Background: an optimization exercise with open tools, aiming at small area and a short achievable clock period. Do not read the settings as production practice. The RTL was checked by simulation tests, not by an equivalence proof against the original design. Power is estimated from default activity; no workload was simulated.

==> job 9420 <==
// dlts
module dlts (
    input  wire        clk,
    input  wire        rst,
    input  wire        tick,
    input  wire        zc_in,
    input  wire        cmd_valid,
    input  wire [31:0] cmd_word,
    output wire        ready,
    output reg         rsp_valid,
    output reg  [3:0]  rsp_status,
    output reg  [31:0] rsp_data,
    output reg  [15:0] gate,
    output wire        zc_pullup_en
);
==> flow/config.mk <==
export PLATFORM = sky130hd
export DESIGN_NAME = dlts
export DESIGN_NICKNAME = dlts
export VERILOG_FILES = /design/flow/design.v
export SDC_FILE = /design/flow/constraint.sdc
export NUM_CORES = 4
export LEC_CHECK = 0
export CAP_MARGIN = 20
export CORE_MARGIN = 2
export CORE_UTILIZATION = 40
export PLACE_DENSITY = 0.6
export SETUP_SLACK_MARGIN = 4
export SLEW_MARGIN = 20
==> flow/constraint.sdc <==
create_clock -name core_clock -period 10.0 [get_ports {clk}]
set_input_delay 2.0000 -clock core_clock [delete_from_list [all_inputs] [get_ports {clk}]]
set_output_delay 2.0000 -clock core_clock [all_outputs]
set_load 0.01 [all_outputs]
run.sh (not shown) runs the stock make flow with config.mk's settings and CLKGATE_MAP_FILE= SYNTH_SCRIPT=/design/flow/synth_recipe.tcl, a recipe that flattens the netlist after the stock synthesis.
==> inputs of job 8191, as changes to job 9420 <==
--- a/flow/design.v
+++ b/flow/design.v
@@ -103,15 +103,15 @@
     reg        semi_valid;
     reg [31:0] oor_cnt;
     reg        zc_prev;
     reg        zc_state;
     reg [31:0] t_edge;
     reg [31:0] epoch;
     reg [31:0] now;
-    reg [31:0] el;           
+    reg [16:0] el;           
     reg        tmr_armed;
     reg [13:0] arm_value;
     reg [31:0] arm_epoch;
     reg [31:0] fire_epoch;
     reg [31:0] tfire_cnt;
     reg [31:0] stale_cnt;
     reg [N-1:0] ok_r;        
@@ -131,15 +131,15 @@
     reg        div_busy;
     reg [18:0] div_rem;
     reg [6:0]  div_q;
     assign ready        = !div_busy && !fm_fix && !held;
     assign zc_pullup_en = pullup_r;
     reg [13:0] semi;         
     wire semi_nz = (fmode != 2'd2) || semi_valid;
-    wire [31:0] el_inc  = el + 32'd1;
+    wire [16:0] el_inc  = el[16] ? el : el + 17'd1;
     wire [31:0] now_inc = now + 32'd1;
     wire         use_tb;
     wire [13:0]  cmp_x;
     reg  [N-1:0] c_lt, c_eq;
     integer i0;
     always @(*) begin
         for (i0 = 0; i0 < N; i0 = i0 + 1) begin
@@ -194,28 +194,28 @@
             if (!ch_act[k]) begin
                 free_found = 1'b1;
                 free_idx   = k[3:0];
             end
         end
     end
     wire        tk       = ready && tick;
-    wire [31:0] el_t     = tk ? el_inc : el;
+    wire [16:0] el_t     = tk ? el_inc : el;
     wire [31:0] now_t    = tk ? now_inc : now;
     wire        exp_if_tick = tmr_armed && (el_inc[13:0] == arm_value);
     wire        expire      = tk && exp_if_tick;
     wire        zc_edge   = ready && (zc_in != zc_prev);
     wire        pol_match = (pol == 2'd0) ? zc_in :
                             (pol == 2'd1) ? !zc_in : 1'b1;
-    wire        deb0      = zc_state && (el     < {16'd0, min_retrig});
-    wire        deb1      = zc_state && (el_inc < {16'd0, min_retrig});
+    wire        deb0      = zc_state && (el     < {1'b0, min_retrig});
+    wire        deb1      = zc_state && (el_inc < {1'b0, min_retrig});
     wire        debounced = tk ? deb1 : deb0;
     wire        qual      = zc_edge && en && pol_match && !debounced;
     wire        samp_en   = zc_state && (fmon_cont || fmon_req);
-    wire        ir0       = (el     >= 32'd7692) && (el     <= 32'd11111);
-    wire        ir1       = (el_inc >= 32'd7692) && (el_inc <= 32'd11111);
+    wire        ir0       = (el     >= 17'd7692) && (el     <= 17'd11111);
+    wire        ir1       = (el_inc >= 17'd7692) && (el_inc <= 17'd11111);
     wire        in_range  = tk ? ir1 : ir0;
     wire        take      = qual && samp_en && in_range;
     wire        oor_inc   = qual && samp_en && !in_range;
     wire [13:0] meas_n    = take ? el_t[13:0] : semi_meas;
     wire        valid_n   = take || semi_valid;
     wire        semi_n_nz = (fmode != 2'd2) || valid_n;
     wire        one_arm   = (|one_m) && semi_n_nz;
@@ -232,15 +232,15 @@
             for (h = 0; h < N; h = h + 1)
                 fire_g[g] = fire_g[g] | (fire_m[h] && pin_r[h] == g[3:0]);
         end
     end
     wire        w_dly   = (cmd_word[31:28] == 4'h1) || (cmd_word[31:28] == 4'h3);
     wire        h_dly   = (hold_w[31:28] == 4'h1) || (hold_w[31:28] == 4'h3);
     wire        r_cnt   = (cmd_word[31:28] == 4'h9) && (cmd_word[23:16] == 8'h08);
-    wire        hold    = ready && cmd_valid && (zc_edge || (w_dly && (use_tb_r || sel_semi)) ||
+    wire        hold    = ready && cmd_valid && (qual || (w_dly && (use_tb_r || sel_semi)) ||
                                                  (r_cnt && may_exp));
     wire        h_rcnt  = (hold_w[31:28] == 4'h9) && (hold_w[23:16] == 8'h08);
     wire        keep    = held && ((h_dly && sel_semi) || (h_rcnt && apend));
     wire        held_n  = hold || keep;
     wire        cmd     = (held && !keep) || (ready && cmd_valid && !hold);
     wire [31:0] c_w     = held ? hold_w : cmd_word;
     wire [3:0]  c_op    = c_w[31:28];
@@ -298,15 +298,15 @@
     wire do_setd    = c_ok && (c_op == 4'h3);
     wire do_freq    = c_ok && (c_op == 4'h6) && semi_nz;
     wire do_fmode   = c_ok && (c_op == 4'h7);
     wire do_wmr     = c_ok && (c_op == 4'h8) && c_a[0];
     wire do_wctl    = c_ok && (c_op == 4'h8) && !c_a[0];
     wire do_quiesce = do_wctl && !c_b[0];
     wire do_meas    = c_ok && (c_op == 4'hA);
-    wire        fm_fix_n = do_fmode && (tmr_armed || apend);
+    wire        fm_fix_n = do_fmode && (tmr_armed || apend || qual);
     reg  [13:0] semi_next;
     always @(*) begin
         case (do_fmode ? c_b[1:0] : fmode)
             2'd0:    semi_next = SEMI_50;
             2'd1:    semi_next = SEMI_60;
             default: semi_next = valid_n ? meas_n : 14'd0;
         endcase
@@ -435,15 +435,15 @@
             semi_valid <= 1'b0;
             oor_cnt    <= 32'd0;
             zc_prev    <= zc_in;
             zc_state   <= 1'b0;
             t_edge     <= 32'd0;
             epoch      <= 32'd0;
             now        <= 32'd0;
-            el         <= 32'd0;
+            el         <= 17'd0;
             tmr_armed  <= 1'b0;
             arm_value  <= 14'd0;
             arm_epoch  <= 32'd0;
             fire_epoch <= 32'd0;
             tfire_cnt  <= 32'd0;
             stale_cnt  <= 32'd0;
             fm_fix     <= 1'b0;
@@ -457,15 +457,15 @@
             gate       <= 16'd0;
             rsp_valid  <= 1'b0;
             div_busy   <= 1'b0;
             for (p = 0; p < N; p = p + 1)
                 prec[p] <= {N{1'b1}};
         end else begin
             now <= now_t;
-            el  <= qual ? 32'd0 : el_t;
+            el  <= qual ? 17'd0 : el_t;
             if (ready)
                 zc_prev <= zc_in;
             if (expire) begin
                 fire_epoch <= arm_epoch;
                 tfire_cnt  <= tfire_cnt + 32'd1;
             end
             if (expire && qual)
CORE_UTILIZATION = 55   (was 40)
PLACE_DENSITY = 0.7   (was 0.6)
SETUP_SLACK_MARGIN = 5   (was 4)
==> impl_metrics.toml <==
[critical_path]
regToRegEndpoint = "arm_value[9]$_SDFF_PP0_"
cp_slowest_stage_delay_ps = 550
cp-end-kind = "output port"

[sta]
whs_ps = 451
tns_ps = 0

[routing]
detail_route.wl_per_cell_um = 37.1
met2_length_mm = 163

[placement]
place_area_um2 = 70000
dp_cells = 10454

[run_status]
status = "complete, no violations"

[finish]
layout.non_clock_buffers = 673
comb.multi_input.count = 6730

[hold_path]
hp-class = "reg -> reg"

[yosys]
synth_fa_ha_area_share_pct = 9.16
yosys.cell_types.count = 111

[pwr]
pwr-share-comb_pct = 13.3

[clocking]
cts_num_sinks = 946

[global_route]
grt_pass1_vias = 69405
The numbers above come from job 9420.

==> impl_metrics.toml <==
[global_route]
grt_pass1_vias = 99803

[run_status]
status = "stopped before the end"
stop_stage = "global routing"
firstError = "[ERROR GRT-0116] Global routing finished with congestion. Check the congestion regions in the DRC Viewer."

[clocking]
htreeDepth = 3
cts_num_sinks = 931
cts_repair_resize_count = 1817

[yosys]
yosys.cell_types.count = 108
synth_fa_ha_area_share_pct = 9.18

[placement]
place_area_um2 = 69300
dp_cells = 9751

[floorplanning]
start_util_pct = 55.3
The numbers above come from job 8191.

Testbench counts of job 9420, summed over its fixed seeds: busy cycles 184.
Testbench counts of job 8191, summed over its fixed seeds: busy cycles 184.

## afterwards: timing with drivers on the ports
In the flow no input, the clock included, has a driving cell. The finished layout below was timed again as built, in two steps. Step 1, drivers: a clkbuf_16 drives clk and a buf_2 each remaining input, both assumed. Step 2 adds t to the input delays and takes it off the output delays; t is the mean of the earliest and latest rising clock arrival at the registers after step 1. Input paths then give back, and output paths get back, about the clock's delay inside the block. Three values: ideal, step 1, step 2; two values: the first two.
run: job 9420
t (ns): 0.903
slack for setup (ns): 3.918 / 3.820 / 3.071
worst data-port slew with drivers (ns): 0.13
pins driven straight from the clock port: 1
After both steps job 9420 still meets setup and hold. The setup slack of job 9420 moves by -0.098 ns with the drivers and by -0.847 ns with both steps.
